Background: an optimization exercise with open tools, aiming at small area, a short achievable clock period and few clock cycles per item. Do not read the settings as production practice. Where RTL was checked, it was by simulation tests only, not by an equivalence proof against the original. For run 4, only the layout was checked, not whether the RTL still works. Power is estimated from default activity; no workload was simulated.

<file path="flow/design.v">
module wt8_tt #(parameter L = 1) (
    input  wire        clk,
    input  wire        osel,
    input  wire        dsel,
    input  wire [47:0] x,
    output wire [47:0] y
);
    reg  [48*L-1:0] d;
    wire [47:0] dout = d[48*L-1 -: 48];
    wire [47:0] din  = dsel ? dout : x;
    generate
        if (L == 1) begin : g1
            always @(posedge clk) d <= din;
        end else begin : gn
            always @(posedge clk) d <= {d[48*(L-1)-1:0], din};
        end
    endgenerate
    assign y = osel ? x : dout;
endmodule
module wt8_dl #(parameter L = 1) (
    input  wire        clk,
    input  wire        go,
    input  wire [11:0] x,
    output wire [11:0] y
);
    reg  [12*L-1:0] d;
    wire [11:0] dout = d[12*L-1 -: 12];
    wire [11:0] din  = go ? x : dout;
    generate
        if (L == 1) begin : g1
            always @(posedge clk) d <= din;
        end else begin : gn
            always @(posedge clk) d <= {d[12*(L-1)-1:0], din};
        end
    endgenerate
    assign y = dout;
endmodule
module wt8_st #(parameter B = 0, parameter I = 0) (
    input  wire        clk,
    input  wire        go,
    input  wire        xs,
    input  wire [47:0] x,
    output wire [47:0] y
);
    localparam L = 1 << I;
    function integer LA(input integer pp);
        LA = (B == 0) ? 2 * pp : pp;
    endfunction
    function integer LB(input integer pp);
        LB = LA(pp) + (1 << B);
    endfunction
    genvar p;
    generate
        for (p = 0; p < 2; p = p + 1) begin : g_pair
            wire [11:0] a  = x[12*LA(p) +: 12];
            wire [11:0] bd;
            wt8_dl #(.L(L)) u_bd (.clk(clk), .go(go), .x(x[12*LB(p) +: 12]), .y(bd));
            wire [11:0] p0 = xs ? bd : a;
            wire [11:0] p1 = xs ? a  : bd;
            wire [11:0] pd;
            wt8_dl #(.L(L)) u_pd (.clk(clk), .go(go), .x(p0), .y(pd));
            assign y[12*LA(p) +: 12] = pd;
            assign y[12*LB(p) +: 12] = p1;
        end
    endgenerate
endmodule
module wt8_pr (
    input  wire        clk,
    input  wire        go,
    input  wire [47:0] x,
    output wire [47:0] y
);
    reg [47:0] r;
    always @(posedge clk) if (go) r <= x;
    assign y = r;
endmodule
module wib_transpose8 (
    input  wire        clk,
    input  wire        rst,         
    input  wire        in_valid,
    output wire        in_ready,
    input  wire [63:0] in_data,
    output wire        out_valid,
    input  wire        out_ready,
    output wire [63:0] out_data,
    output wire        out_last     
);
    localparam LAT = 224;             
    localparam WIN = 336;             
    function is_adc(input [4:0] w);
        is_adc = (w >= 5'd4 && w <= 5'd15) || (w >= 5'd18);
    endfunction
    function tt_sel(input [7:0] lt, input integer i, input integer j);
        tt_sel = lt[i] & ~lt[j];
    endfunction
    function tau_bit(input [7:0] lt, input integer i);
        tau_bit = lt[i];
    endfunction
    reg  [4:0]  wcnt;                     
    reg         adc_cur, adc_nxt;         
    reg         in_ready_r;
    reg  [63:0] ireg;
    reg         ireg_v;
    reg  [63:0] ifq [0:3];
    reg  [1:0]  ifq_wp, ifq_rp;
    reg  [4:1]  fq;                       
    wire in_fire = in_valid & in_ready_r;
    wire take    = in_fire & adc_cur;
    wire push    = ireg_v;
    wire [4:0] wcnt_n  = in_fire ? ((wcnt == 5'd29) ? 5'd0 : wcnt + 5'd1) : wcnt;
    wire [4:0] wcnt_n1 = (wcnt_n == 5'd29) ? 5'd0 : wcnt_n + 5'd1;
    wire adc_n   = in_fire ? adc_nxt : adc_cur;
    assign in_ready = in_ready_r;
    reg  [7:0] tau;                       
    reg        started;                   
    reg        real_cur, real_prev;       
    reg        go;                        
    reg  [9-1:0] hold;                 
    reg        in_win;                    
    reg        lat_c, lat_x;              
    reg        np_c, np_x;                
    reg        last_c;                    
    reg  [2:1]  ob;                       
    reg  [48:0] ob0, ob1;                 
    reg  [48:0] outr;                     
    wire fifo_ne  = fq[1];
    wire real_eff = started ? real_cur : fifo_ne;
    wire out_real = lat_c ? real_eff : real_prev;
    wire pop      = go & real_eff & np_c;
    wire opush    = go & out_real;
    wire opop     = ob[1] & out_ready;
    wire       wrap        = go & last_c;
    wire       started_n   = go ? ~last_c : started;
    wire       real_cur_n  = (go & ~last_c) ? real_eff : real_cur;
    wire       real_prev_n = wrap ? real_eff : real_prev;
    wire       f_up        = push & ~pop;
    wire       f_dn        = pop & ~push;
    wire [4:1] fq_n        = f_up ? {fq[3:1], 1'b1} : (f_dn ? {1'b0, fq[4:2]} : fq);
    wire       o_up        = opush & ~opop;
    wire       o_dn        = opop & ~opush;
    wire [2:1] ob_n        = o_up ? {ob[1], 1'b1} : (o_dn ? {1'b0, ob[2]} : ob);
    wire       lat_n       = go ? lat_x : lat_c;
    wire       np_n        = go ? np_x : np_c;
    wire       fifo_ne_n   = fq_n[1];
    wire       real_eff_n  = started_n ? real_cur_n : fifo_ne_n;
    wire       idle_n      = ~started_n & ~fifo_ne_n & ~real_prev_n;
    wire       out_real_n  = lat_n ? real_eff_n : real_prev_n;
    wire       ob_room_p   = ~ob[1] | out_ready | (~ob[2] & ~opush);   
    wire       cond_n      = ~idle_n & (~real_eff_n | ~np_n | fifo_ne_n)
                                     & (~out_real_n | ob_room_p);
    wire       go_n        = ~in_win & cond_n;
    wire [9-1:0] hold_n = in_win ? hold - 1'b1 : ((cond_n | idle_n) ? 0 : WIN);
    wire       pop_n       = go_n & real_eff_n & np_n;
    wire       room_1      = pop_n | ~fq_n[4];            
    wire       room_2      = pop_n ? ~fq_n[4] : ~fq_n[3];  
    wire       rdy_if_idle  = ~adc_cur | room_1;
    wire       rdy_if_valid = in_ready_r ? (~adc_nxt | (adc_cur ? room_2 : room_1))
                                         : rdy_if_idle;
    wire [7:0] tau1   = tau + 8'd1;
    wire [7:0] tau2   = tau + 8'd2;
    wire [7:0] tau_n  = rst ? 8'd0 : (go ? tau1 : tau);
    reg  [47:0] resid;
    wire [63:0] head = ifq[ifq_rp];
    reg  [47:0] vin;
    always @(*) begin
        case (tau[1:0])
            2'd0:    vin = head[47:0];
            2'd1:    vin = {head[31:0], resid[15:0]};
            2'd2:    vin = {head[15:0], resid[31:0]};
            default: vin = resid;
        endcase
    end
    always @(posedge clk) begin
        if (pop) begin
            case (tau[1:0])
                2'd0:    resid <= {32'd0, head[63:48]};
                2'd1:    resid <= {16'd0, head[63:32]};
                default: resid <= head[63:16];
            endcase
        end
    end
    reg t0_o, t0_x;
    wire t0_on = rst ? tt_sel(8'd0 - 8'd0, 6, 3) : (go ? t0_x : t0_o);
    reg t1_o, t1_x;
    wire t1_on = rst ? tt_sel(8'd0 - 8'd56, 3, 1) : (go ? t1_x : t1_o);
    reg t2_o, t2_x;
    wire t2_on = rst ? tt_sel(8'd0 - 8'd62, 7, 4) : (go ? t2_x : t2_o);
    reg t3_o, t3_x;
    wire t3_on = rst ? tt_sel(8'd0 - 8'd174, 4, 3) : (go ? t3_x : t3_o);
    reg t4_o, t4_x;
    wire t4_on = rst ? tt_sel(8'd0 - 8'd182, 3, 2) : (go ? t4_x : t4_o);
    reg t6_o, t6_x;
    wire t6_on = rst ? tt_sel(8'd0 - 8'd187, 5, 3) : (go ? t6_x : t6_o);
    reg t7_o, t7_x;
    wire t7_on = rst ? tt_sel(8'd0 - 8'd211, 3, 0) : (go ? t7_x : t7_o);
    reg u8_o, u8_x;
    reg u9_o, u9_x;
    reg t10_o, t10_x;
    wire t10_on = rst ? tt_sel(8'd0 - 8'd221, 2, 1) : (go ? t10_x : t10_o);
    reg t11_o, t11_x;
    wire t11_on = rst ? tt_sel(8'd0 - 8'd223, 1, 0) : (go ? t11_x : t11_o);
    always @(posedge clk) begin
        t0_o <= t0_on;
        t0_x <= rst ? tt_sel(8'd1 - 8'd0, 6, 3) : (go ? tt_sel(tau2 - 8'd0, 6, 3) : t0_x);
        t1_o <= t1_on;
        t1_x <= rst ? tt_sel(8'd1 - 8'd56, 3, 1) : (go ? tt_sel(tau2 - 8'd56, 3, 1) : t1_x);
        t2_o <= t2_on;
        t2_x <= rst ? tt_sel(8'd1 - 8'd62, 7, 4) : (go ? tt_sel(tau2 - 8'd62, 7, 4) : t2_x);
        t3_o <= t3_on;
        t3_x <= rst ? tt_sel(8'd1 - 8'd174, 4, 3) : (go ? tt_sel(tau2 - 8'd174, 4, 3) : t3_x);
        t4_o <= t4_on;
        t4_x <= rst ? tt_sel(8'd1 - 8'd182, 3, 2) : (go ? tt_sel(tau2 - 8'd182, 3, 2) : t4_x);
        t6_o <= t6_on;
        t6_x <= rst ? tt_sel(8'd1 - 8'd187, 5, 3) : (go ? tt_sel(tau2 - 8'd187, 5, 3) : t6_x);
        t7_o <= t7_on;
        t7_x <= rst ? tt_sel(8'd1 - 8'd211, 3, 0) : (go ? tt_sel(tau2 - 8'd211, 3, 0) : t7_x);
        u8_o <= rst ? tau_bit(8'd0 - 8'd218, 1) : (go ? u8_x : u8_o);
        u8_x <= rst ? tau_bit(8'd1 - 8'd218, 1) : (go ? tau_bit(tau2 - 8'd218, 1) : u8_x);
        u9_o <= rst ? tau_bit(8'd0 - 8'd220, 0) : (go ? u9_x : u9_o);
        u9_x <= rst ? tau_bit(8'd1 - 8'd220, 0) : (go ? tau_bit(tau2 - 8'd220, 0) : u9_x);
        t10_o <= t10_on;
        t10_x <= rst ? tt_sel(8'd1 - 8'd221, 2, 1) : (go ? tt_sel(tau2 - 8'd221, 2, 1) : t10_x);
        t11_o <= t11_on;
        t11_x <= rst ? tt_sel(8'd1 - 8'd223, 1, 0) : (go ? tt_sel(tau2 - 8'd223, 1, 0) : t11_x);
    end
    wire [47:0] s [0:12];
    assign s[0] = vin;
    wt8_tt #(.L(56)) t0 (.clk(clk), .osel(t0_o), .dsel(t0_o | ~go), .x(s[0]), .y(s[1]));
    wt8_tt #(.L(6)) t1 (.clk(clk), .osel(t1_o), .dsel(t1_o | ~go), .x(s[1]), .y(s[2]));
    wt8_tt #(.L(112)) t2 (.clk(clk), .osel(t2_o), .dsel(t2_o | ~go), .x(s[2]), .y(s[3]));
    wt8_tt #(.L(8)) t3 (.clk(clk), .osel(t3_o), .dsel(t3_o | ~go), .x(s[3]), .y(s[4]));
    wt8_tt #(.L(4)) t4 (.clk(clk), .osel(t4_o), .dsel(t4_o | ~go), .x(s[4]), .y(s[5]));
    wt8_pr p5 (.clk(clk), .go(go), .x(s[5]), .y(s[6]));
    wt8_tt #(.L(24)) t6 (.clk(clk), .osel(t6_o), .dsel(t6_o | ~go), .x(s[6]), .y(s[7]));
    wt8_tt #(.L(7)) t7 (.clk(clk), .osel(t7_o), .dsel(t7_o | ~go), .x(s[7]), .y(s[8]));
    wt8_st #(.B(1), .I(1)) u8 (.clk(clk), .go(go), .xs(u8_o), .x(s[8]), .y(s[9]));
    wt8_st #(.B(0), .I(0)) u9 (.clk(clk), .go(go), .xs(u9_o), .x(s[9]), .y(s[10]));
    wt8_tt #(.L(2)) t10 (.clk(clk), .osel(t10_o), .dsel(t10_o | ~go), .x(s[10]), .y(s[11]));
    wt8_tt #(.L(1)) t11 (.clk(clk), .osel(t11_o), .dsel(t11_o | ~go), .x(s[11]), .y(s[12]));
    wire [7:0] oslot = tau - LAT;
    always @(posedge clk) begin
        ireg <= in_data;
        if (push) ifq[ifq_wp] <= ireg;
    end
    always @(posedge clk) begin
        if (rst) begin
            wcnt       <= 5'd0;
            adc_cur    <= 1'b0;
            adc_nxt    <= 1'b0;
            in_ready_r <= 1'b1;
            ireg_v     <= 1'b0;
            ifq_wp     <= 2'd0;
            ifq_rp     <= 2'd0;
            fq         <= 4'd0;
            tau        <= 8'd0;
            started    <= 1'b0;
            real_cur   <= 1'b0;
            real_prev  <= 1'b0;
            go         <= 1'b0;
            hold       <= 0;
            in_win     <= 1'b0;
            ob         <= 2'd0;
        end else begin
            wcnt       <= wcnt_n;
            adc_cur    <= adc_n;
            if (in_fire) adc_nxt <= is_adc(wcnt_n1);
            in_ready_r <= in_valid ? rdy_if_valid : rdy_if_idle;
            ireg_v     <= take;
            if (push) ifq_wp <= ifq_wp + 2'd1;
            if (pop)  ifq_rp <= ifq_rp + 2'd1;
            fq         <= fq_n;
            tau        <= tau_n;
            started    <= started_n;
            real_cur   <= real_cur_n;
            real_prev  <= real_prev_n;
            go         <= go_n;
            hold       <= hold_n;
            in_win     <= in_win ? (hold > 2) : ~(cond_n | idle_n);
            ob         <= ob_n;
        end
        lat_c  <= rst ? 1'b0 : (go ? lat_x : lat_c);
        lat_x  <= rst ? 1'b0 : (go ? ((tau2 >= LAT) && (tau1 != 8'd255)) : lat_x);
        np_c   <= rst ? 1'b1 : (go ? np_x : np_c);
        np_x   <= rst ? 1'b1 : (go ? (tau2[1:0] != 2'd3) : np_x);
        last_c <= rst ? 1'b0 : (go ? (tau1 == 8'd255) : last_c);
    end
    wire [48:0] oword = {oslot == 8'd255, s[12]};
    wire ow0 = opush & (~ob[1] | (~ob[2] & opop));
    wire ow1 = opush & (ob[2] ? opop : (ob[1] & ~opop));
    wire        hchg     = ow0 | opop;
    wire [48:0] head_new = ow0 ? oword : ob1;
    always @(posedge clk) begin
        if (ow0)       ob0 <= oword;
        else if (opop) ob0 <= ob1;
        outr <= hchg ? head_new : ob0;
        if (ow1)       ob1 <= oword;
    end
    assign out_valid = ob[1];
    assign out_last  = outr[48];
    assign out_data  = {4'h0, outr[47:36], 4'h0, outr[35:24], 4'h0, outr[23:12], 4'h0, outr[11:0]};
endmodule
</file>
<file path="flow/flow/run.sh">
#!/bin/bash
# Standard ORFS layout with two changes: port buffers use buf_2 instead of the
# default pick, and clock-tree sinks are clustered into larger groups.
set -euo pipefail
export BUFFER_PORTS_ARGS="-buffer_cell sky130_fd_sc_hd__buf_2"
export CTS_ARGS="-sink_clustering_enable -repair_clock_nets -sink_clustering_size 20 -sink_clustering_max_diameter 45 -sink_buffer_max_cap_derate 1.0 -root_buf sky130_fd_sc_hd__clkbuf_16 -tree_buf sky130_fd_sc_hd__clkbuf_16 -buf_list {sky130_fd_sc_hd__clkbuf_8 sky130_fd_sc_hd__clkbuf_16}"
export SETUP_SLACK_MARGIN=5.6
bash standard.sh > standard.log 2>&1
</file>
<file path="flow/standard.sh">
#!/bin/bash
# synth_recipe.tcl (not shown) runs the flow's synth.tcl, then flattens the netlist and writes it again
# the make line also repeats each setting of config.mk as NAME=value (left out here)
make -C /OpenROAD-flow-scripts/flow DESIGN_CONFIG=/design/flow/config.mk WORK_HOME=/design/flow/orfs CLKGATE_MAP_FILE= SYNTH_SCRIPT=/design/flow/synth_recipe.tcl "${@:-finish}"
</file>
<file path="flow/config.mk">
export PLATFORM = sky130hd
export DESIGN_NAME = wib_transpose8
export DESIGN_NICKNAME = wib_transpose8
export VERILOG_FILES = /design/flow/design.v
export SDC_FILE = /design/flow/constraint.sdc
export NUM_CORES = 8
export LEC_CHECK = 0
export CAP_MARGIN = 20
export CORE_MARGIN = 2
export CORE_UTILIZATION = 55
export PLACE_DENSITY = 0.65
export SLEW_MARGIN = 20
</file>
<file path="flow/constraint.sdc">
create_clock -name core_clock -period 8.5 [get_ports {clk}]
set_input_delay 1.7000 -clock core_clock [delete_from_list [all_inputs] [get_ports {clk}]]
set_output_delay 1.7000 -clock core_clock [all_outputs]
set_load 0.01 [all_outputs]
</file>
==> results_tabular.tex, run 1 <==
\begin{tabular}{lr}
\hline
Metric & Value \\
\hline
\multicolumn{2}{l}{\textbf{Placement}} \\
\quad Detailed placer's ending HPWL & 197,000 um \\
\quad Port bufs & 118 \\
\quad Post-DP Area & about 260,000 um\^{}2 \\
\quad RD Place Congestion & approximately 0.79 \\
\quad Dpl ws & about 4.4 ns \\
\multicolumn{2}{l}{\textbf{Timing}} \\
\quad Peak clock frequency supported by timing & 308 MHz \\
\quad Post-route minimum period & between 3 and 4 ns \\
\quad Max\_slew headroom & 0.220 \\
\quad Final period util & 0.381 \\
\quad Count of pins over their slew limit & 0 \\
\quad Setup ws final & 5.26 ns \\
\quad Final hold vios & 0 \\
\quad Final number of setup-violating endpoints & 0 \\
\quad Accumulated negative setup slack & 0 ns \\
\quad Transition time at the pin with the least slew margin & 1.17 ns \\
\quad Worst clock skew on the final layout & 0.0641 ns \\
\quad Unrepaired setup endpoints after global routing & true \\
\multicolumn{2}{l}{\textbf{Power and ir drop}} \\
\quad PD cells & 320 nW/um\^{}2 \\
\quad Leakage power total & $\sim$110 nW \\
\quad Final Total Pwr & 0.0877 W \\
\quad Max IR drop VDD & 0.221 mV \\
\multicolumn{2}{l}{\textbf{Clocking}} \\
\quad H-tree level count & 6 \\
\quad CTS root buffer & clkbuf\_16 \\
\quad CTS buffer count & 724 \\
\quad Maximum buffer depth of the clock tree & 4 \\
\quad Sink Count & $\sim$11,000 \\
\quad Clock latency reported for the late side of the worst-skew pair & 1.06 ns \\
\quad Clock transition at the registers of the reported paths & 0.10 ns \\
\quad Number of buffers inserted for hold repair after clock tree synthesis & 0 \\
\quad CTS tree & yes \\
\multicolumn{2}{l}{\textbf{Floorplanning}} \\
\quad Ports & 135 \\
\quad Die Footprint & 460,000 um\^{}2 \\
\quad Die X & 679 um \\
\quad Die Y & 679 um \\
\quad Placeable core area & 453,000 um\^{}2 \\
\quad Number of placement rows & 247 \\
\quad Starting density of the core & 0.553 \\
\multicolumn{2}{l}{\textbf{Synth}} \\
\quad Most common flop cell mapped by yosys & dfxtp\_1 \\
\quad Total standard cell area after synthesis & 250,000 um\^{}2 \\
\quad Synth Area per Inst & 17.6 um\^{}2 \\
\quad Largest cells by area after synthesis & dfxtp\_1, edfxtp\_1, o21ai\_0 \\
\quad Number of enable flip-flop cells after synthesis & 546 \\
\quad Syn Inst Count & 14,200 \\
\quad Proportion of netlist area held by the largest area contributor & 0.863 \\
\quad Synthesis Warnings & 13 \\
\quad Share of async-settable or async-resettable flops after synthesis & 0 \\
\quad Count of unique library cells instantiated by Yosys & 66 \\
\quad Number of synthesized register bits & approximately 11,000 \\
\quad Sequential-to-total area share from yosys stat & 0.929 \\
\quad Cell taking the most area after synthesis & dfxtp\_1 \\
\multicolumn{2}{l}{\textbf{Setup path}} \\
\quad Critical path's slowest cell & dfxtp\_4 \\
\quad Worst Setup Start Kind & register \\
\quad Crit path buffers/inverters & 1 \\
\quad Launch point of the worst path & in\_ready\_r \\
\quad Worst path max stage delay & 0.40 ns \\
\quad Cell-by-cell listing of the critical path & buf\_6 \\
\quad Max FO, Critical Path & 2 \\
\quad Type of destination of the critical path & primary output \\
\quad Cell family with most CP delay & flip-flops \\
\quad WS Path Type & register to primary output \\
\quad Arrival @ worst endpoint & 1.54 ns \\
\quad Worst flop-to-flop path startpoint & tau[0] \\
\quad Critical path required time & 6.80 ns \\
\multicolumn{2}{l}{\textbf{GRT}} \\
\quad Global-route wire length before repair & around 530,000 um \\
\quad Tot GR Track Use & 0.147 \\
\quad Antenna violations before repair & 37 \\
\quad Via count of the first global-routing pass & 91,400 \\
\quad Final global-route overflow total & 0 \\
\quad Maximum number of pins on one net before global-route repair & 82 \\
\multicolumn{2}{l}{\textbf{Finish}} \\
\quad Finished layout cell area & 274,000 um\^{}2 \\
\quad Synth-to-Final Area Change & 9.59\% \\
\quad Sequential Area & 233,000 um\^{}2 \\
\quad Area occupied by multi-input gates & 16,500 um\^{}2 \\
\quad Leading cell types in the layout, fill and taps excluded & dfxtp\_1, clkbuf\_8, edfxtp\_1 \\
\quad Number of filler cells placed in the layout & 33,100 \\
\quad Most common library cell in the layout ignoring fill and taps & dfxtp\_1 \\
\quad Post-layout net count & 14,900 \\
\quad Share of cells above drive strength 1 & 0.109 \\
\multicolumn{2}{l}{\textbf{Routing}} \\
\quad Antenna Violating Nets Remaining & 0 \\
\quad Routed WL per cell & 16.3 um \\
\quad Initial DRC count & 6,336 \\
\quad First-pass iteration count of the detailed router & 8 \\
\quad Total number of vias & 94,500 \\
\quad Detail-routed via count per cell & $\sim$4.4 \\
\quad Remaining design rule violation count & 0 \\
\quad Total wire length after detailed routing & 346,000 um \\
\multicolumn{2}{l}{\textbf{Hold path}} \\
\quad Hold path start & t0.d[2250] \\
\quad Kind of path behind the tightest hold check & register to register \\
\multicolumn{2}{l}{\textbf{Status}} \\
\quad Status & finished clean \\
\multicolumn{2}{l}{\textbf{Job}} \\
\quad Total of max-cap violations & 0 \\
\hline
\end{tabular}
per-layer routing:
layer,global-route usage,part of all wire
met3,0.0261,0.055
met5,0,0.000072
met4,0.0610,0.039
met2,0.213,0.41
met1,0.220,0.50
cells by family (layout without fill, tap and decap cells):
| group | count (synthesis) | after routing | synth area share |
|---|---|---|---|
| AO/OA/AOI/OAI | 1035 | 1035 | 0.0249 |
| XOR/XNOR | 30 | 30 | 0.00105 |
| adder cells (fa/ha/maj) | 23 | 23 | 0.00115 |
| buffers and inverters | 432 | 1478 | 0.00713 |
| flip-flops | 11300 | 11300 | 0.929 |
| multiplexers | 406 | 406 | 0.0203 |
| other | 1 | 37 | 0.0000150 |
| AND/OR/NAND/NOR | 939 | 942 | 0.0165 |
Yosys cell counts (all sizes together) (35+ instances only):
library cell and n:
inv 122, mux4 64, a211oi 56, nor2 322, a21o 75, dfxtp 10800, clkbuf 225, nor2b 55
edfxtp 546, and2 43, mux2 178, mux2i 164, a22oi 35, o22ai 48, o21ai 418, nand2b 62
buf 83, a21oi 250, nand2 363
what timing repair did:
| item | in CTS | in global routing |
|---|---|---|
| pin swaps | 5 | 4 |
| gates resized for setup | 132 | 45 |
| cloned | 3 | 3 |
| setup buffers | 19 | 18 |
| setup endpoints to repair | 511 | 223 |
registers in the layout, summed over array words and instances (netlist names), 48 cells and up, named ones only:
name              flops
ob1                  49
ireg                 64
p5.r                 48
outr                 49
resid                48
t3.d                384
t0.d               2688
t10.d                96
t4.d                192
t1.d                288
t11.d                48
u8.g_pair.u_bd.d     48
t2.d               5376
ob0                  49
ifq                 256
t6.d               1152
t7.d                336
u8.g_pair.u_pd.d     48
path summary, 6_finish.rpt:
kind / depth (start not counted) / slack (ns) / end
worst max-delay path: 1 / 5.26 / in_ready
worst min-delay path: 0 / 0.29 / t0.d[2298]
worst max register to register: 9 / 5.66 / p5.r[21]
worst min register to register: 0 / 0.29 / t0.d[2298]
through the flow:
step | hold WS [ns] | cells | utilization
2_1_floorplan | 0.310 | 14200 | -
3_3_place_gp | 0.310 | 20100 | 0.569
3_5_place_dp | 0.312 | 20100 | 0.569
4_1_cts | 0.293 | 21200 | 0.605
5_1_grt | 0.306 | 21200 | 0.606
6_report | 0.287 | 21300 | 0.606
report_power, final:
part	total [W]	switching (W)	internal (W)	leakage, nW
combinational	0.00240	0.00148	0.000914	7.44
sequential	0.0585	0.00125	0.0573	92.4
clock	0.0268	0.0160	0.0108	8.07
final cells by class:
cell class | count | share of cell area
tap | 5976 | 0.0273
sequential | 11300 | 0.848
multi-input combinational | 2452 | 0.0602
antenna | 21 | 0.000192
clock buffer | 792 | 0.0433
inverter | 124 | 0.00170
clock inverter | 356 | 0.0127
timing repair buffer | 206 | 0.00669
Testbench counts, summed over its fixed seeds: cycles 18,232, blocks 64.
==> run 2, diff against run 1 <==
==> flow/flow/run.sh (replaced) <==
#!/bin/bash
# Standard ORFS layout with two changes: port buffers use buf_2 instead of the
# default pick, and clock-tree sinks are clustered into larger groups.
set -euo pipefail
export BUFFER_PORTS_ARGS="-buffer_cell sky130_fd_sc_hd__buf_2"
export CTS_ARGS="-sink_clustering_enable -repair_clock_nets -sink_clustering_size 36 -sink_clustering_max_diameter 60 -sink_buffer_max_cap_derate 1.0 -root_buf sky130_fd_sc_hd__clkbuf_16 -tree_buf sky130_fd_sc_hd__clkbuf_16 -buf_list {sky130_fd_sc_hd__clkbuf_16}"
export SETUP_SLACK_MARGIN=5.6
bash standard.sh > standard.log 2>&1
==> run 2 against run 1 <==
- count of clock-buffer cells in the layout decreased by 249
- cell area increased by 1.0%
- maximum frequency rose by 0.17%
- via count is 0.92% lower
- clock power increased by 13%
- sequential share of layout area fell by 0.86 points
- total power increased by 3.8%
- critical endpoint unchanged
- largest cell class unchanged
- highest routed layer unchanged
==> results_tabular.tex, run 2 <==
\begin{tabular}{lr}
\hline
Metric & Value \\
\hline
\multicolumn{2}{l}{\textbf{Timing}} \\
\quad Unrepaired setup endpoints after global routing & true \\
\quad Final hold vios & 0 \\
\quad Accumulated negative setup slack & 0 ns \\
\quad Worst clock skew on the final layout & between 0.05 and 0.06 ns \\
\quad Transition time at the pin with the least slew margin & 1.17 ns \\
\quad Peak clock frequency supported by timing & approximately 310 MHz \\
\quad Final number of setup-violating endpoints & 0 \\
\quad Count of pins over their slew limit & 0 \\
\quad Worst hold slack after final layout & 0.293 ns \\
\quad Max\_slew headroom & 0.220 \\
\quad Post-route minimum period & $\sim$3.2 ns \\
\quad Final period util & 0.381 \\
\multicolumn{2}{l}{\textbf{Floorplanning}} \\
\quad Number of placement rows & roughly 250 \\
\quad Die Footprint & approximately 460,000 um\^{}2 \\
\quad Ports & 135 \\
\quad Die X & around 680 um \\
\quad Die Y & around 680 um \\
\quad Placeable core area & approximately 450,000 um\^{}2 \\
\quad Starting density of the core & 0.553 \\
\multicolumn{2}{l}{\textbf{Clocking}} \\
\quad Sink Count & 11,300 \\
\quad CTS tree & yes \\
\quad H-tree level count & 6 \\
\quad Number of buffers inserted for hold repair after clock tree synthesis & 0 \\
\quad CTS root buffer & clkbuf\_16 \\
\quad Maximum buffer depth of the clock tree & 4 \\
\quad Clock transition at the registers of the reported paths & 0.10 ns \\
\quad CTS buffer count & 522 \\
\quad Clock latency reported for the late side of the worst-skew pair & 1.05 ns \\
\multicolumn{2}{l}{\textbf{Setup path}} \\
\quad WS Path Type & register to primary output \\
\quad Type of destination of the critical path & primary output \\
\quad Critical path required time & 6.80 ns \\
\quad Arrival @ worst endpoint & 1.54 ns \\
\quad Cell-by-cell listing of the critical path & buf\_6 \\
\quad Max FO, Critical Path & 2 \\
\quad Critical path's slowest cell & dfxtp\_4 \\
\quad Worst Setup Start Kind & register \\
\quad Cell family with most CP delay & flip-flops \\
\quad Crit path buffers/inverters & 1 \\
\quad Worst path max stage delay & between 0.3 and 0.4 ns \\
\multicolumn{2}{l}{\textbf{Power and ir drop}} \\
\quad Combinational Power Share & 0.026 \\
\quad Share of power burned in registers & 0.643 \\
\quad Max IR drop VDD & between 0.2 and 0.25 mV \\
\quad Switching Power & around 0.020 W \\
\quad PD cells & 329 nW/um\^{}2 \\
\quad Clock share of power & 0.331 \\
\quad Leakage power total & about 110 nW \\
\quad Fraction of power spent switching nets & 0.214 \\
\quad Cell-internal power & approximately 0.07 W \\
\multicolumn{2}{l}{\textbf{GRT}} \\
\quad Via count of the first global-routing pass & about 90,000 \\
\quad Antenna violations before repair & 34 \\
\quad Maximum number of pins on one net before global-route repair & 82 \\
\quad Final global-route overflow total & 0 \\
\quad Global-route wire length before repair & 524,000 um \\
\quad Tot GR Track Use & 0.146 \\
\multicolumn{2}{l}{\textbf{Finish}} \\
\quad Share of cells above drive strength 1 & 0.0974 \\
\quad Post-layout net count & roughly 15,000 \\
\quad Max FFs per register & about 5,400 \\
\quad Leading cell types in the layout, fill and taps excluded & dfxtp\_1, edfxtp\_1, clkbuf\_16 \\
\quad Synth-to-Final Area Change & 10.7\% \\
\quad Leading registers by flop count & t2.d (5376), t0.d (2688), t6.d (1152) \\
\quad Most common library cell in the layout ignoring fill and taps & dfxtp\_1 \\
\quad Top reg by flops & t2.d \\
\multicolumn{2}{l}{\textbf{Synth}} \\
\quad Share of async-settable or async-resettable flops after synthesis & 0 \\
\quad Total standard cell area after synthesis & 250,000 um\^{}2 \\
\quad Commonest cells post-synth & dfxtp\_1, edfxtp\_1, o21ai\_0 \\
\quad Syn Inst Count & $\sim$14,000 \\
\quad Number of enable flip-flop cells after synthesis & 546 \\
\quad Proportion of netlist area held by the largest area contributor & 0.863 \\
\quad Count of unique library cells instantiated by Yosys & 66 \\
\quad Most common flop cell mapped by yosys & dfxtp\_1 \\
\quad Most common cell in the netlist & dfxtp\_1 \\
\quad Cell taking the most area after synthesis & dfxtp\_1 \\
\quad Synthesis Warnings & 13 \\
\quad Largest cells by area after synthesis & dfxtp\_1, edfxtp\_1, o21ai\_0 \\
\quad Sequential-to-total area share from yosys stat & 0.929 \\
\quad Number of synthesized register bits & 11,300 \\
\quad Synth Area per Inst & between 15 and 20 um\^{}2 \\
\multicolumn{2}{l}{\textbf{Routing}} \\
\quad Total wire length after detailed routing & 345,000 um \\
\quad Remaining design rule violation count & 0 \\
\quad Initial DRC count & 6,173 \\
\quad First-pass iteration count of the detailed router & 8 \\
\quad Routed WL per cell & about 16 um \\
\quad Total number of vias & 93,600 \\
\quad Detail-routed via count per cell & 4.44 \\
\quad Antenna Violating Nets Remaining & 0 \\
\multicolumn{2}{l}{\textbf{Job}} \\
\quad Total of max-cap violations & 0 \\
\multicolumn{2}{l}{\textbf{Placement}} \\
\quad Port bufs & 118 \\
\quad RD Place Congestion & 0.793 \\
\quad Detailed placer's ending HPWL & 197,000 um \\
\multicolumn{2}{l}{\textbf{Hold path}} \\
\quad Kind of path behind the tightest hold check & register to register \\
\multicolumn{2}{l}{\textbf{Status}} \\
\quad Status & finished clean \\
\hline
\end{tabular}
## run 2: metal layers
| metal | up-vias | track usage | wire length [um] |
|---|---|---|---|
| met4 | 2 | 0.0557 | 12700 |
| met1 | 44600 | 0.222 | 173000 |
| met5 | - | 0 | 13 |
| met2 | 1768 | 0.213 | 141000 |
| li1 | 46600 | - | - |
| met3 | 651 | 0.0234 | 17500 |
## run 2: cell families (layout without fill, tap and decap cells)
group / Yosys count / in the layout / share of synthesized area
DFF: 11300 / 11300 / 0.929
AOI/OAI and AO/OA: 1035 / 1035 / 0.0249
and+or+nand+nor: 939 / 944 / 0.0165
buffers and inverters: 432 / 1286 / 0.00713
muxes: 406 / 406 / 0.0203
xor gates and xnor gates: 30 / 30 / 0.00105
adders and majority gates: 23 / 23 / 0.00115
other: 1 / 32 / 0.0000150
## run 2: metrics by stage
step / power, W / cell area (um^2) / instances / util / setup WS (ns)
floorplan: 0.0607 / 250000 / 14200 / - / 5.55
global placement: 0.0618 / 258000 / 20100 / 0.569 / 4.45
detailed placement: 0.0620 / 258000 / 20100 / 0.569 / 4.38
CTS: 0.0920 / 277000 / 21000 / 0.611 / 5.14
global route: 0.0945 / 277000 / 21100 / 0.612 / 5.19
finish: 0.0911 / 277000 / 21100 / 0.612 / 5.26
## run 2: final cells by class
cell class	instances	area, um^2
Multi-Input combinational cell	2454	16500
Tap cell	5976	7480
Fill cell	32700	176000
Sequential cell	11300	233000
Timing Repair Buffer	204	1780
Clock buffer	543	13600
Antenna cell	16	40.0
Clock inverter	415	4710
Inverter	124	465
## run 2: what timing repair did
item	CTS	global route
setup endpoints to repair	513	232
gates resized for setup	121	39
setup buffers	18	17
gates cloned	4	4
pin swaps	5	5
## run 2: power by group through the flow
| stage | logic [W] | clock network (W) | registers, W |
|---|---|---|---|
| 2_1_floorplan | 0.00160 | 0 | 0.0591 |
| 3_3_place_gp | 0.00218 | 0 | 0.0596 |
| 3_5_place_dp | 0.00222 | 0 | 0.0597 |
| 4_1_cts | 0.00233 | 0.0311 | 0.0586 |
| 5_1_grt | 0.00261 | 0.0330 | 0.0589 |
| 6_report | 0.00239 | 0.0302 | 0.0585 |
## run 2: worst paths after layout
check / cells past startpoint / slack (ns) / from / to
hold / removal: 0 / 0.29 / t2.d[1684] / t2.d[1732]
setup / recovery: 1 / 5.26 / in_ready_r / in_ready
setup reg to reg: 9 / 5.64 / tau[1] / p5.r[13]
hold reg to reg: 0 / 0.29 / t2.d[1684] / t2.d[1732]
==> run 3, diff against run 2 <==
==> flow/flow/run.sh (replaced) <==
#!/bin/bash
# Standard ORFS layout with two changes: port buffers use buf_2 instead of the
# default pick, and clock-tree sinks are clustered into larger groups.
set -euo pipefail
export BUFFER_PORTS_ARGS="-buffer_cell sky130_fd_sc_hd__buf_2"
export CTS_ARGS="-sink_clustering_enable -repair_clock_nets -sink_clustering_size 30 -sink_clustering_max_diameter 55 -sink_buffer_max_cap_derate 1.0 -root_buf sky130_fd_sc_hd__clkbuf_16 -tree_buf sky130_fd_sc_hd__clkbuf_16 -buf_list {sky130_fd_sc_hd__clkbuf_16}"
export SETUP_SLACK_MARGIN=5.6
bash standard.sh > standard.log 2>&1
==> run 3 against run 2 <==
- register-to-register slack improved by 0.02 ns
- count of clock-buffer cells in the layout rose by 21
- utilization is 0.072 points lower
- synthesized cell count is the same
- worst setup slack improved by 0.00062 ns
- hold slack improved by 0.011 ns
- total power shrank 0.43%
- largest power group unchanged
- highest routed layer unchanged
==> results_tabular.tex, run 3 <==
\begin{tabular}{lr}
\hline
Metric & Value \\
\hline
\multicolumn{2}{l}{\textbf{Setup path}} \\
\quad Cell-by-cell listing of the critical path & buf\_6 \\
\quad Setup slack of the worst register-to-register path & about 5.7 ns \\
\quad Launch point of the worst path & in\_ready\_r \\
\quad Critical path required time & around 6.8 ns \\
\quad Worst path max stage delay & roughly 0.39 ns \\
\quad Critical path's slowest cell & dfxtp\_4 \\
\quad CP Depth & 1 \\
\quad Critical Path End & in\_ready \\
\quad WS Path Type & register to primary output \\
\quad Crit path buffers/inverters & 1 \\
\quad Arrival @ worst endpoint & 1.54 ns \\
\quad Max FO, Critical Path & 2 \\
\quad Destination of the worst register-to-register timing path & p5.r[5] \\
\quad Type of destination of the critical path & primary output \\
\quad Worst flop-to-flop path startpoint & tau[0] \\
\quad R2R cell count & 11 \\
\quad Cell family with most CP delay & flip-flops \\
\quad Worst Setup Start Kind & register \\
\multicolumn{2}{l}{\textbf{Synth}} \\
\quad Most common flop cell mapped by yosys & dfxtp\_1 \\
\quad Total standard cell area after synthesis & 250,000 um\^{}2 \\
\quad Simple-Gate Fraction of Synth Area & 0.0165 \\
\quad Most common cell in the netlist & dfxtp\_1 \\
\quad Share of synthesized area spent on multiplexers & 0.0203 \\
\quad Post-synthesis xor/xnor area fraction & 0.00105 \\
\quad Number of enable flip-flop cells after synthesis & 546 \\
\quad Share of async-settable or async-resettable flops after synthesis & 0 \\
\quad Synth Area per Inst & 17.6 um\^{}2 \\
\quad Count of unique library cells instantiated by Yosys & between 60 and 70 \\
\quad Complex-gate fraction of the synthesized area & 0.0249 \\
\quad Area share of fa/ha/maj cells after synthesis & 0.00115 \\
\quad Commonest cells post-synth & dfxtp\_1, edfxtp\_1, o21ai\_0 \\
\quad Cell taking the most area after synthesis & dfxtp\_1 \\
\quad Number of synthesized register bits & 11,300 \\
\quad Syn Inst Count & $\sim$14,000 \\
\quad Largest family of logic cells by synthesized area & compound AO/OA/AOI/OAI gates \\
\quad Synthesis Warnings & 13 \\
\quad Largest cells by area after synthesis & dfxtp\_1, edfxtp\_1, o21ai\_0 \\
\quad Proportion of netlist area held by the largest area contributor & 0.863 \\
\quad Sequential-to-total area share from yosys stat & 0.929 \\
\multicolumn{2}{l}{\textbf{Power and ir drop}} \\
\quad PD cells & $\sim$330 nW/um\^{}2 \\
\quad Fraction of power spent switching nets & 0.213 \\
\quad Max IR drop VDD & 0.261 mV \\
\quad Cell-internal power & 0.0713 W \\
\quad Leakage power total & approximately 110 nW \\
\quad Switching Power & 0.0193 W \\
\quad Clock share of power & 0.328 \\
\quad Final Total Pwr & roughly 0.09 W \\
\quad Share of power burned in registers & 0.645 \\
\quad Combinational Power Share & 0.026 \\
\multicolumn{2}{l}{\textbf{Finish}} \\
\quad Share of cells above drive strength 1 & 0.0967 \\
\quad Max FFs per register & 5,376 \\
\quad Number of filler cells placed in the layout & 32,700 \\
\quad Leading registers by flop count & t2.d (5376), t0.d (2688), t6.d (1152) \\
\quad Synth-to-Final Area Change & 10.6\% \\
\quad Sequential Area & roughly 230,000 um\^{}2 \\
\quad Most common library cell in the layout ignoring fill and taps & dfxtp\_1 \\
\quad Leading cell types in the layout, fill and taps excluded & dfxtp\_1, clkbuf\_16, edfxtp\_1 \\
\quad Post-layout net count & 14,800 \\
\quad Top reg by flops & t2.d \\
\quad Area occupied by multi-input gates & 16,500 um\^{}2 \\
\multicolumn{2}{l}{\textbf{Timing}} \\
\quad Final period util & 0.381 \\
\quad Count of pins over their slew limit & 0 \\
\quad Accumulated negative setup slack & 0 ns \\
\quad Final hold vios & 0 \\
\quad Peak clock frequency supported by timing & 309 MHz \\
\quad Unrepaired setup endpoints after global routing & true \\
\quad Transition time at the pin with the least slew margin & 1.15 ns \\
\quad Worst clock skew on the final layout & approximately 0.048 ns \\
\quad Setup ws final & 5.26 ns \\
\quad Post-route minimum period & roughly 3.2 ns \\
\quad Final number of setup-violating endpoints & 0 \\
\quad Max\_slew headroom & 0.231 \\
\multicolumn{2}{l}{\textbf{Routing}} \\
\quad Remaining design rule violation count & 0 \\
\quad Total number of vias & between 90,000 and 100k \\
\quad Routed WL per cell & between 15 and 20 um \\
\quad Detail-routed via count per cell & between 4 and 5 \\
\quad Antenna Violating Nets Remaining & 0 \\
\quad Total wire length after detailed routing & between 300,000 and 400,000 um \\
\quad Initial DRC count & 6,304 \\
\quad First-pass iteration count of the detailed router & 7 \\
\multicolumn{2}{l}{\textbf{Placement}} \\
\quad Dpl ws & 4.38 ns \\
\quad Detailed placer's ending HPWL & slightly below 200,000 um \\
\quad RD Place Congestion & 0.793 \\
\quad Port bufs & 118 \\
\multicolumn{2}{l}{\textbf{Clocking}} \\
\quad CTS buffer count & 540 \\
\quad CTS root buffer & clkbuf\_16 \\
\quad CTS tree & yes \\
\quad Clock latency reported for the late side of the worst-skew pair & 1.07 ns \\
\quad H-tree level count & 6 \\
\quad Maximum buffer depth of the clock tree & 4 \\
\quad Sink Count & 11,300 \\
\quad Clock transition at the registers of the reported paths & 0.10 ns \\
\multicolumn{2}{l}{\textbf{GRT}} \\
\quad Antenna violations before repair & 37 \\
\quad Final global-route overflow total & 0 \\
\quad Via count of the first global-routing pass & 90,000 \\
\quad Tot GR Track Use & 0.147 \\
\quad Global-route wire length before repair & between 500,000 and 600,000 um \\
\quad Maximum number of pins on one net before global-route repair & 82 \\
\multicolumn{2}{l}{\textbf{Floorplanning}} \\
\quad Starting density of the core & 0.553 \\
\quad Number of placement rows & 247 \\
\quad Ports & between 100 and 150 \\
\quad Die Y & 679 um \\
\quad Placeable core area & 453,000 um\^{}2 \\
\quad Die X & 679 um \\
\quad Die Footprint & 460,000 um\^{}2 \\
\multicolumn{2}{l}{\textbf{Status}} \\
\quad Status & finished clean \\
\multicolumn{2}{l}{\textbf{Hold path}} \\
\quad Worst hold path cell count & 0 \\
\quad Kind of path behind the tightest hold check & register to register \\
\multicolumn{2}{l}{\textbf{Job}} \\
\quad Total of max-cap violations & 0 \\
\hline
\end{tabular}
## run 3: logic make-up after synthesis
kind of cell | count (synthesis)
and+or+nand+nor | 939
AOI/OAI and AO/OA | 1035
xor gates and xnor gates | 30
DFF | 11300
other | 1
adders and majority gates | 23
buffers and inverters | 432
muxes | 406
## run 3: power by group through the flow
stage / combinational [W] / sequential, W / clock, W
after detailed placement: 0.00222 / 0.0597 / 0
after CTS: 0.00234 / 0.0586 / 0.0307
final: 0.00240 / 0.0585 / 0.0298
after global routing: 0.00263 / 0.0589 / 0.0326
after global placement: 0.00218 / 0.0596 / 0
after floorplan: 0.00160 / 0.0591 / 0
## run 3: worst min-delay path by stage
stage / startpoint / endpoint / slack [ns]
floorplan: t0.d[952] / t0.d[1000] / 0.31
global route: t1.d[32] / t1.d[80] / 0.31
detailed placement: t0.d[1709] / t0.d[1757] / 0.31
global placement: t6.d[895] / t6.d[943] / 0.31
CTS: t0.d[1283] / t0.d[1331] / 0.30
finish: t0.d[1914] / t0.d[1962] / 0.30
## run 3: area by class of cell
class                           count  share of cell area
Sequential cell                 11300               0.840
Multi-Input combinational cell   2452              0.0596
Clock buffer                      564              0.0510
Tap cell                         5976              0.0270
Clock inverter                    339              0.0134
Timing Repair Buffer              213             0.00680
Inverter                          124             0.00171
Antenna cell                       19            0.000172
## run 3: worst register-to-register path: cells and delay by family, from the launching register on
kind                     cells  cell delay [ns]
adder cells (fa/ha/maj)      1             0.23
buffers and inverters        4             0.63
flip-flops                   1             0.40
AND/OR/NAND/NOR              1             0.45
AO/OA/AOI/OAI                4             0.71
multiplexers                 1             0.17
## run 3: per-stage QoR
stage               std cells   util  hold WS, ns  instance area (um^2)
floorplan               14200      -        0.310                250000
CTS                     21000  0.610        0.304                276000
global route            21000  0.611        0.309                277000
finish                  21000  0.611        0.304                277000
detailed placement      20100  0.569        0.312                258000
global placement        20100  0.569        0.310                258000
## run 3: layer usage
layer	up-vias	part of all wire	GRT usage
met5	-	0.000090	0
met4	6	0.039	0.0565
met3	679	0.052	0.0249
met2	1826	0.41	0.214
met1	44600	0.50	0.220
li1	46600	-	-
## run 3: repair_timing
item                                    CTS  global route
hold buffers                              0             0
cloned                                    3             3
endpoints found under the setup margin  514           239
setup buffers                            23            21
endpoints found under the hold margin     0             0
gates resized for setup                 126            51
pin swaps                                 4             5
==> run 4, diff against run 3 <==
--- a/flow/design.v
+++ b/flow/design.v
@@ -88,3 +88,3 @@
     localparam LAT = 224;             
-    localparam WIN = 336;             
+    localparam WIN = 112;             
     function is_adc(input [4:0] w);
@@ -117,3 +117,3 @@
     reg        go;                        
-    reg  [9-1:0] hold;                 
+    reg  [7-1:0] hold;                 
     reg        in_win;                    
@@ -151,3 +151,3 @@
     wire       go_n        = ~in_win & cond_n;
-    wire [9-1:0] hold_n = in_win ? hold - 1'b1 : ((cond_n | idle_n) ? 0 : WIN);
+    wire [7-1:0] hold_n = in_win ? hold - 1'b1 : ((cond_n | idle_n) ? 0 : WIN);
     wire       pop_n       = go_n & real_eff_n & np_n;
@@ -182,13 +182,13 @@
     reg t0_o, t0_x;
-    wire t0_on = rst ? tt_sel(8'd0 - 8'd0, 6, 3) : (go ? t0_x : t0_o);
+    wire t0_on = rst ? tt_sel(8'd0 - 8'd0, 5, 2) : (go ? t0_x : t0_o);
     reg t1_o, t1_x;
-    wire t1_on = rst ? tt_sel(8'd0 - 8'd56, 3, 1) : (go ? t1_x : t1_o);
+    wire t1_on = rst ? tt_sel(8'd0 - 8'd28, 2, 1) : (go ? t1_x : t1_o);
     reg t2_o, t2_x;
-    wire t2_on = rst ? tt_sel(8'd0 - 8'd62, 7, 4) : (go ? t2_x : t2_o);
+    wire t2_on = rst ? tt_sel(8'd0 - 8'd30, 6, 3) : (go ? t2_x : t2_o);
     reg t3_o, t3_x;
-    wire t3_on = rst ? tt_sel(8'd0 - 8'd174, 4, 3) : (go ? t3_x : t3_o);
-    reg t4_o, t4_x;
-    wire t4_on = rst ? tt_sel(8'd0 - 8'd182, 3, 2) : (go ? t4_x : t4_o);
+    wire t3_on = rst ? tt_sel(8'd0 - 8'd86, 3, 2) : (go ? t3_x : t3_o);
+    reg t5_o, t5_x;
+    wire t5_on = rst ? tt_sel(8'd0 - 8'd91, 7, 4) : (go ? t5_x : t5_o);
     reg t6_o, t6_x;
-    wire t6_on = rst ? tt_sel(8'd0 - 8'd187, 5, 3) : (go ? t6_x : t6_o);
+    wire t6_on = rst ? tt_sel(8'd0 - 8'd203, 4, 3) : (go ? t6_x : t6_o);
     reg t7_o, t7_x;
@@ -197,44 +197,34 @@
     reg u9_o, u9_x;
-    reg t10_o, t10_x;
-    wire t10_on = rst ? tt_sel(8'd0 - 8'd221, 2, 1) : (go ? t10_x : t10_o);
-    reg t11_o, t11_x;
-    wire t11_on = rst ? tt_sel(8'd0 - 8'd223, 1, 0) : (go ? t11_x : t11_o);
     always @(posedge clk) begin
         t0_o <= t0_on;
-        t0_x <= rst ? tt_sel(8'd1 - 8'd0, 6, 3) : (go ? tt_sel(tau2 - 8'd0, 6, 3) : t0_x);
+        t0_x <= rst ? tt_sel(8'd1 - 8'd0, 5, 2) : (go ? tt_sel(tau2 - 8'd0, 5, 2) : t0_x);
         t1_o <= t1_on;
-        t1_x <= rst ? tt_sel(8'd1 - 8'd56, 3, 1) : (go ? tt_sel(tau2 - 8'd56, 3, 1) : t1_x);
+        t1_x <= rst ? tt_sel(8'd1 - 8'd28, 2, 1) : (go ? tt_sel(tau2 - 8'd28, 2, 1) : t1_x);
         t2_o <= t2_on;
-        t2_x <= rst ? tt_sel(8'd1 - 8'd62, 7, 4) : (go ? tt_sel(tau2 - 8'd62, 7, 4) : t2_x);
+        t2_x <= rst ? tt_sel(8'd1 - 8'd30, 6, 3) : (go ? tt_sel(tau2 - 8'd30, 6, 3) : t2_x);
         t3_o <= t3_on;
-        t3_x <= rst ? tt_sel(8'd1 - 8'd174, 4, 3) : (go ? tt_sel(tau2 - 8'd174, 4, 3) : t3_x);
-        t4_o <= t4_on;
-        t4_x <= rst ? tt_sel(8'd1 - 8'd182, 3, 2) : (go ? tt_sel(tau2 - 8'd182, 3, 2) : t4_x);
+        t3_x <= rst ? tt_sel(8'd1 - 8'd86, 3, 2) : (go ? tt_sel(tau2 - 8'd86, 3, 2) : t3_x);
+        t5_o <= t5_on;
+        t5_x <= rst ? tt_sel(8'd1 - 8'd91, 7, 4) : (go ? tt_sel(tau2 - 8'd91, 7, 4) : t5_x);
         t6_o <= t6_on;
-        t6_x <= rst ? tt_sel(8'd1 - 8'd187, 5, 3) : (go ? tt_sel(tau2 - 8'd187, 5, 3) : t6_x);
+        t6_x <= rst ? tt_sel(8'd1 - 8'd203, 4, 3) : (go ? tt_sel(tau2 - 8'd203, 4, 3) : t6_x);
         t7_o <= t7_on;
         t7_x <= rst ? tt_sel(8'd1 - 8'd211, 3, 0) : (go ? tt_sel(tau2 - 8'd211, 3, 0) : t7_x);
-        u8_o <= rst ? tau_bit(8'd0 - 8'd218, 1) : (go ? u8_x : u8_o);
-        u8_x <= rst ? tau_bit(8'd1 - 8'd218, 1) : (go ? tau_bit(tau2 - 8'd218, 1) : u8_x);
-        u9_o <= rst ? tau_bit(8'd0 - 8'd220, 0) : (go ? u9_x : u9_o);
-        u9_x <= rst ? tau_bit(8'd1 - 8'd220, 0) : (go ? tau_bit(tau2 - 8'd220, 0) : u9_x);
-        t10_o <= t10_on;
-        t10_x <= rst ? tt_sel(8'd1 - 8'd221, 2, 1) : (go ? tt_sel(tau2 - 8'd221, 2, 1) : t10_x);
-        t11_o <= t11_on;
-        t11_x <= rst ? tt_sel(8'd1 - 8'd223, 1, 0) : (go ? tt_sel(tau2 - 8'd223, 1, 0) : t11_x);
-    end
-    wire [47:0] s [0:12];
+        u8_o <= rst ? tau_bit(8'd0 - 8'd218, 2) : (go ? u8_x : u8_o);
+        u8_x <= rst ? tau_bit(8'd1 - 8'd218, 2) : (go ? tau_bit(tau2 - 8'd218, 2) : u8_x);
+        u9_o <= rst ? tau_bit(8'd0 - 8'd222, 1) : (go ? u9_x : u9_o);
+        u9_x <= rst ? tau_bit(8'd1 - 8'd222, 1) : (go ? tau_bit(tau2 - 8'd222, 1) : u9_x);
+    end
+    wire [47:0] s [0:10];
     assign s[0] = vin;
-    wt8_tt #(.L(56)) t0 (.clk(clk), .osel(t0_o), .dsel(t0_o | ~go), .x(s[0]), .y(s[1]));
-    wt8_tt #(.L(6)) t1 (.clk(clk), .osel(t1_o), .dsel(t1_o | ~go), .x(s[1]), .y(s[2]));
-    wt8_tt #(.L(112)) t2 (.clk(clk), .osel(t2_o), .dsel(t2_o | ~go), .x(s[2]), .y(s[3]));
-    wt8_tt #(.L(8)) t3 (.clk(clk), .osel(t3_o), .dsel(t3_o | ~go), .x(s[3]), .y(s[4]));
-    wt8_tt #(.L(4)) t4 (.clk(clk), .osel(t4_o), .dsel(t4_o | ~go), .x(s[4]), .y(s[5]));
-    wt8_pr p5 (.clk(clk), .go(go), .x(s[5]), .y(s[6]));
-    wt8_tt #(.L(24)) t6 (.clk(clk), .osel(t6_o), .dsel(t6_o | ~go), .x(s[6]), .y(s[7]));
+    wt8_tt #(.L(28)) t0 (.clk(clk), .osel(t0_o), .dsel(t0_o | ~go), .x(s[0]), .y(s[1]));
+    wt8_tt #(.L(2)) t1 (.clk(clk), .osel(t1_o), .dsel(t1_o | ~go), .x(s[1]), .y(s[2]));
+    wt8_tt #(.L(56)) t2 (.clk(clk), .osel(t2_o), .dsel(t2_o | ~go), .x(s[2]), .y(s[3]));
+    wt8_tt #(.L(4)) t3 (.clk(clk), .osel(t3_o), .dsel(t3_o | ~go), .x(s[3]), .y(s[4]));
+    wt8_pr p4 (.clk(clk), .go(go), .x(s[4]), .y(s[5]));
+    wt8_tt #(.L(112)) t5 (.clk(clk), .osel(t5_o), .dsel(t5_o | ~go), .x(s[5]), .y(s[6]));
+    wt8_tt #(.L(8)) t6 (.clk(clk), .osel(t6_o), .dsel(t6_o | ~go), .x(s[6]), .y(s[7]));
     wt8_tt #(.L(7)) t7 (.clk(clk), .osel(t7_o), .dsel(t7_o | ~go), .x(s[7]), .y(s[8]));
-    wt8_st #(.B(1), .I(1)) u8 (.clk(clk), .go(go), .xs(u8_o), .x(s[8]), .y(s[9]));
-    wt8_st #(.B(0), .I(0)) u9 (.clk(clk), .go(go), .xs(u9_o), .x(s[9]), .y(s[10]));
-    wt8_tt #(.L(2)) t10 (.clk(clk), .osel(t10_o), .dsel(t10_o | ~go), .x(s[10]), .y(s[11]));
-    wt8_tt #(.L(1)) t11 (.clk(clk), .osel(t11_o), .dsel(t11_o | ~go), .x(s[11]), .y(s[12]));
+    wt8_st #(.B(1), .I(2)) u8 (.clk(clk), .go(go), .xs(u8_o), .x(s[8]), .y(s[9]));
+    wt8_st #(.B(0), .I(1)) u9 (.clk(clk), .go(go), .xs(u9_o), .x(s[9]), .y(s[10]));
     wire [7:0] oslot = tau - LAT;
@@ -286,3 +276,3 @@
     end
-    wire [48:0] oword = {oslot == 8'd255, s[12]};
+    wire [48:0] oword = {oslot == 8'd255, s[10]};
     wire ow0 = opush & (~ob[1] | (~ob[2] & opop));
==> flow/flow/run.sh (replaced) <==
#!/bin/bash
# Standard ORFS layout with two changes: port buffers use buf_2 instead of the
# default pick, and clock-tree sinks are clustered into larger groups.
set -euo pipefail
export BUFFER_PORTS_ARGS="-buffer_cell sky130_fd_sc_hd__buf_2"
export CTS_ARGS="-sink_clustering_enable -repair_clock_nets -sink_clustering_size 20 -sink_clustering_max_diameter 45 -sink_buffer_max_cap_derate 1.0 -root_buf sky130_fd_sc_hd__clkbuf_16 -tree_buf sky130_fd_sc_hd__clkbuf_16 -buf_list {sky130_fd_sc_hd__clkbuf_8 sky130_fd_sc_hd__clkbuf_16}"
export SETUP_SLACK_MARGIN=5.6
bash standard.sh > standard.log 2>&1
==> run 4 against run 3 <==
- synthesized area fell by 0.77%
- count of clock-buffer cells in the layout rose by 245
- synthesized cell count fell by 1.2%
- die area fell by 0.77%
- clock power fell by about 10%
- critical path depth rose by 1
- total power fell by 6.3%
- global-route usage fell by 0.075 points
- utilization fell by 0.55 points
- hold slack improved by 0.0013 ns
- worst setup slack got worse by 0.084 ns
- sequential share of layout area rose by 1.1 points
- critical path type unchanged
- critical endpoint is now out_valid
==> results_tabular.tex, run 4 <==
\begin{tabular}{lr}
\hline
Metric & Value \\
\hline
\multicolumn{2}{l}{\textbf{Status}} \\
\quad Status & finished clean \\
\multicolumn{2}{l}{\textbf{Timing}} \\
\quad Peak clock frequency supported by timing & around 300 MHz \\
\quad Transition time at the pin with the least slew margin & 1.02 ns \\
\quad Unrepaired setup endpoints after global routing & true \\
\quad Final hold vios & 0 \\
\quad Accumulated negative setup slack & 0 ns \\
\quad Max\_slew headroom & 0.319 \\
\quad Final number of setup-violating endpoints & 0 \\
\quad Worst clock skew on the final layout & 0.0458 ns \\
\quad Post-route minimum period & 3.32 ns \\
\quad Final period util & 0.391 \\
\quad Count of pins over their slew limit & 0 \\
\multicolumn{2}{l}{\textbf{Routing}} \\
\quad Antenna Violating Nets Remaining & 0 \\
\quad Total wire length after detailed routing & 339,000 um \\
\quad First-pass iteration count of the detailed router & 7 \\
\quad Initial DRC count & 5,120 \\
\quad Total number of vias & about 90,000 \\
\quad Remaining design rule violation count & 0 \\
\quad Routed WL per cell & 16.1 um \\
\quad Detail-routed via count per cell & 4.38 \\
\multicolumn{2}{l}{\textbf{Placement}} \\
\quad Port bufs & 118 \\
\quad \# placed instances & roughly 20,000 \\
\quad Detailed placer's ending HPWL & just under 200,000 um \\
\quad RD Place Congestion & 0.767 \\
\multicolumn{2}{l}{\textbf{Synth}} \\
\quad Share of async-settable or async-resettable flops after synthesis & 0 \\
\quad Syn Inst Count & 14,000 \\
\quad Total standard cell area after synthesis & 248,000 um\^{}2 \\
\quad Largest cells by area after synthesis & dfxtp\_1, edfxtp\_1, nand2\_1 \\
\quad Synth Area per Inst & 17.7 um\^{}2 \\
\quad Number of synthesized register bits & 11,300 \\
\quad Cell taking the most area after synthesis & dfxtp\_1 \\
\quad Proportion of netlist area held by the largest area contributor & 0.877 \\
\quad Commonest cells post-synth & dfxtp\_1, nand2\_1, edfxtp\_1 \\
\quad Sequential-to-total area share from yosys stat & 0.932 \\
\quad Number of enable flip-flop cells after synthesis & 450 \\
\quad Most common cell in the netlist & dfxtp\_1 \\
\quad Most common flop cell mapped by yosys & dfxtp\_1 \\
\quad Synthesis Warnings & 11 \\
\quad Count of unique library cells instantiated by Yosys & 72 \\
\multicolumn{2}{l}{\textbf{Floorplanning}} \\
\quad Starting density of the core & 0.553 \\
\quad Ports & around 140 \\
\quad Die Footprint & approximately 460,000 um\^{}2 \\
\quad Die Y & 676 um \\
\quad Number of placement rows & between 200 and 250 \\
\quad Die X & a little under 700 um \\
\quad Placeable core area & 449,000 um\^{}2 \\
\multicolumn{2}{l}{\textbf{Setup path}} \\
\quad Max FO, Critical Path & 2 \\
\quad WS Path Type & register to primary output \\
\quad Arrival @ worst endpoint & 1.62 ns \\
\quad Worst Setup Start Kind & register \\
\quad Type of destination of the critical path & primary output \\
\quad Critical path required time & around 6.8 ns \\
\multicolumn{2}{l}{\textbf{Finish}} \\
\quad Number of filler cells placed in the layout & 32,600 \\
\quad Leading cell types in the layout, fill and taps excluded & dfxtp\_1, clkbuf\_8, nand2\_1 \\
\quad Max FFs per register & 5,376 \\
\quad Share of cells above drive strength 1 & 0.105 \\
\quad Post-layout net count & 14,800 \\
\quad Most common library cell in the layout ignoring fill and taps & dfxtp\_1 \\
\quad Synth-to-Final Area Change & 9.55\% \\
\quad Count of placed standard cells in the final layout, fillers left out & 21,000 \\
\quad Top reg by flops & t5.d \\
\quad Leading registers by flop count & t5.d (5376), t2.d (2688), t0.d (1344) \\
\multicolumn{2}{l}{\textbf{Clocking}} \\
\quad Number of buffers inserted for hold repair after clock tree synthesis & 0 \\
\quad H-tree level count & 6 \\
\quad CTS tree & yes \\
\quad Clock transition at the registers of the reported paths & 0.11 ns \\
\quad Maximum buffer depth of the clock tree & 4 \\
\quad Sink Count & 11,300 \\
\quad Clock latency reported for the late side of the worst-skew pair & 1.04 ns \\
\quad CTS buffer count & 718 \\
\quad CTS root buffer & clkbuf\_16 \\
\multicolumn{2}{l}{\textbf{Power and ir drop}} \\
\quad Final Total Pwr & about 0.085 W \\
\quad Leakage power total & 108 nW \\
\quad PD cells & 312 nW/um\^{}2 \\
\quad Max IR drop VDD & 0.214 mV \\
\multicolumn{2}{l}{\textbf{GRT}} \\
\quad Met3 layer usage reported by global route & 0.0285 \\
\quad Met2 usage in global routing & 0.210 \\
\quad Tot GR Track Use & 0.146 \\
\quad Final global-route overflow total & 0 \\
\quad Antenna violations before repair & 34 \\
\quad Via count of the first global-routing pass & 89,300 \\
\quad Global Route met1 Usage & 0.220 \\
\quad Global-route wire length before repair & 518,000 um \\
\quad Most Crowded Layer GR & met1 \\
\quad Maximum number of pins on one net before global-route repair & 158 \\
\multicolumn{2}{l}{\textbf{Hold path}} \\
\quad Kind of path behind the tightest hold check & register to register \\
\multicolumn{2}{l}{\textbf{Job}} \\
\quad Total of max-cap violations & 0 \\
\hline
\end{tabular}
-- run 4: cell type report --
class,count,area [um^2],area share
Inverter,34,130,0.000478
Tap cell,5952,7450,0.0274
Sequential cell,11300,231000,0.851
Multi-Input combinational cell,2396,15900,0.0585
Clock buffer,809,12100,0.0447
Clock inverter,309,3240,0.0119
Antenna cell,21,52.6,0.000193
Timing Repair Buffer,182,1560,0.00573
-- run 4: cells by family (layout without fill, tap and decap cells) --
kind of cell | Yosys count | count (layout) | synth area share
flops | 11300 | 11300 | 0.932
simple gates | 1028 | 1032 | 0.0178
compound gates | 949 | 949 | 0.0248
mux | 349 | 349 | 0.0180
buf+inv | 318 | 1334 | 0.00556
xor+xnor | 28 | 28 | 0.000988
fa+ha+maj | 22 | 22 | 0.00111
other cells | 1 | 37 | 0.0000151
-- run 4: timing repair --
action | in CTS | in global routing
pin swaps | 10 | 0
hold endpoints to repair | 0 | 0
gates resized for setup | 172 | 35
endpoints found under the setup margin | 442 | 337
gates cloned | 4 | 1
setup buffers | 16 | 2
-- run 4: stage by stage --
step,worst slack [ns],area (um^2),hold slack (ns),util
2_1_floorplan,5.45,248000,0.310,-
3_3_place_gp,4.35,256000,0.309,0.569
3_5_place_dp,4.33,256000,0.312,0.569
4_1_cts,5.04,272000,0.313,0.605
5_1_grt,5.08,272000,0.302,0.606
6_report,5.18,272000,0.305,0.606
-- run 4: path summary, 6_finish.rpt --
path	startpoint	slack (ns)	depth (start not counted)	to
worst min register to register	t5.d[838]	0.31	0	t5.d[886]
worst max register to register	go	5.65	4	t3.d[31]
worst max-delay path	ob[1]	5.18	2	out_valid
worst min-delay path	t5.d[838]	0.31	0	t5.d[886]
-- run 4: per-layer routing --
metal  routed length, um  vias up
li1                    -    46100
met1              173000    43600
met2              137000     1638
met3               17200      735
met4               11100       24
met5                 164        -
-- run 4: power by group --
group	switching [W]	internal, W
Combinational	0.000864	0.000547
Sequential	0.000953	0.0558
Clock	0.0157	0.0112
Total	0.0175	0.0675
-- run 4: worst max-delay path, stage by stage, from the launching register on --
cell	delay, ns
dfxtp_2	0.35
buf_6	0.13
buf_6	0.12

-- afterwards: timing with drivers on the ports --
In the flow no input, the clock included, has a driving cell. The finished layouts below were timed again as built, in two steps.
Step 1 assumes that a clkbuf_16 drives the clock port and a buf_2 every other input.
Step 2 moves the port delays by t, midway between the first and last clock arrival at a register: inputs arrive t later, outputs are due t later. That takes back most of the time a late clock gives input paths.
Slacks: no drivers / after step 1 / after step 2; pairs: no drivers / after step 1.
run	shift t [ns]	setup WS [ns]	hold WS [ns]	worst setup path at the end	worst data-port slew with drivers (ns)
run 1	1.121	5.258 / 5.149 / 4.956	0.287 / 0.287 / 0.287	input to register	0.18
run 2	1.125	5.263 / 5.154 / 4.882	0.293 / 0.293 / 0.293	input to register	0.19
run 3	1.144	5.264 / 5.154 / 4.887	0.304 / 0.304 / 0.304	input to register	0.18
run 4	1.122	5.180 / 5.075 / 4.717	0.305 / 0.305 / 0.305	input to register	0.08
After both steps every run listed still meets setup and hold. The setup slack of run 4, which loses most, moves by -0.105 ns with the drivers and by -0.463 ns with both steps.
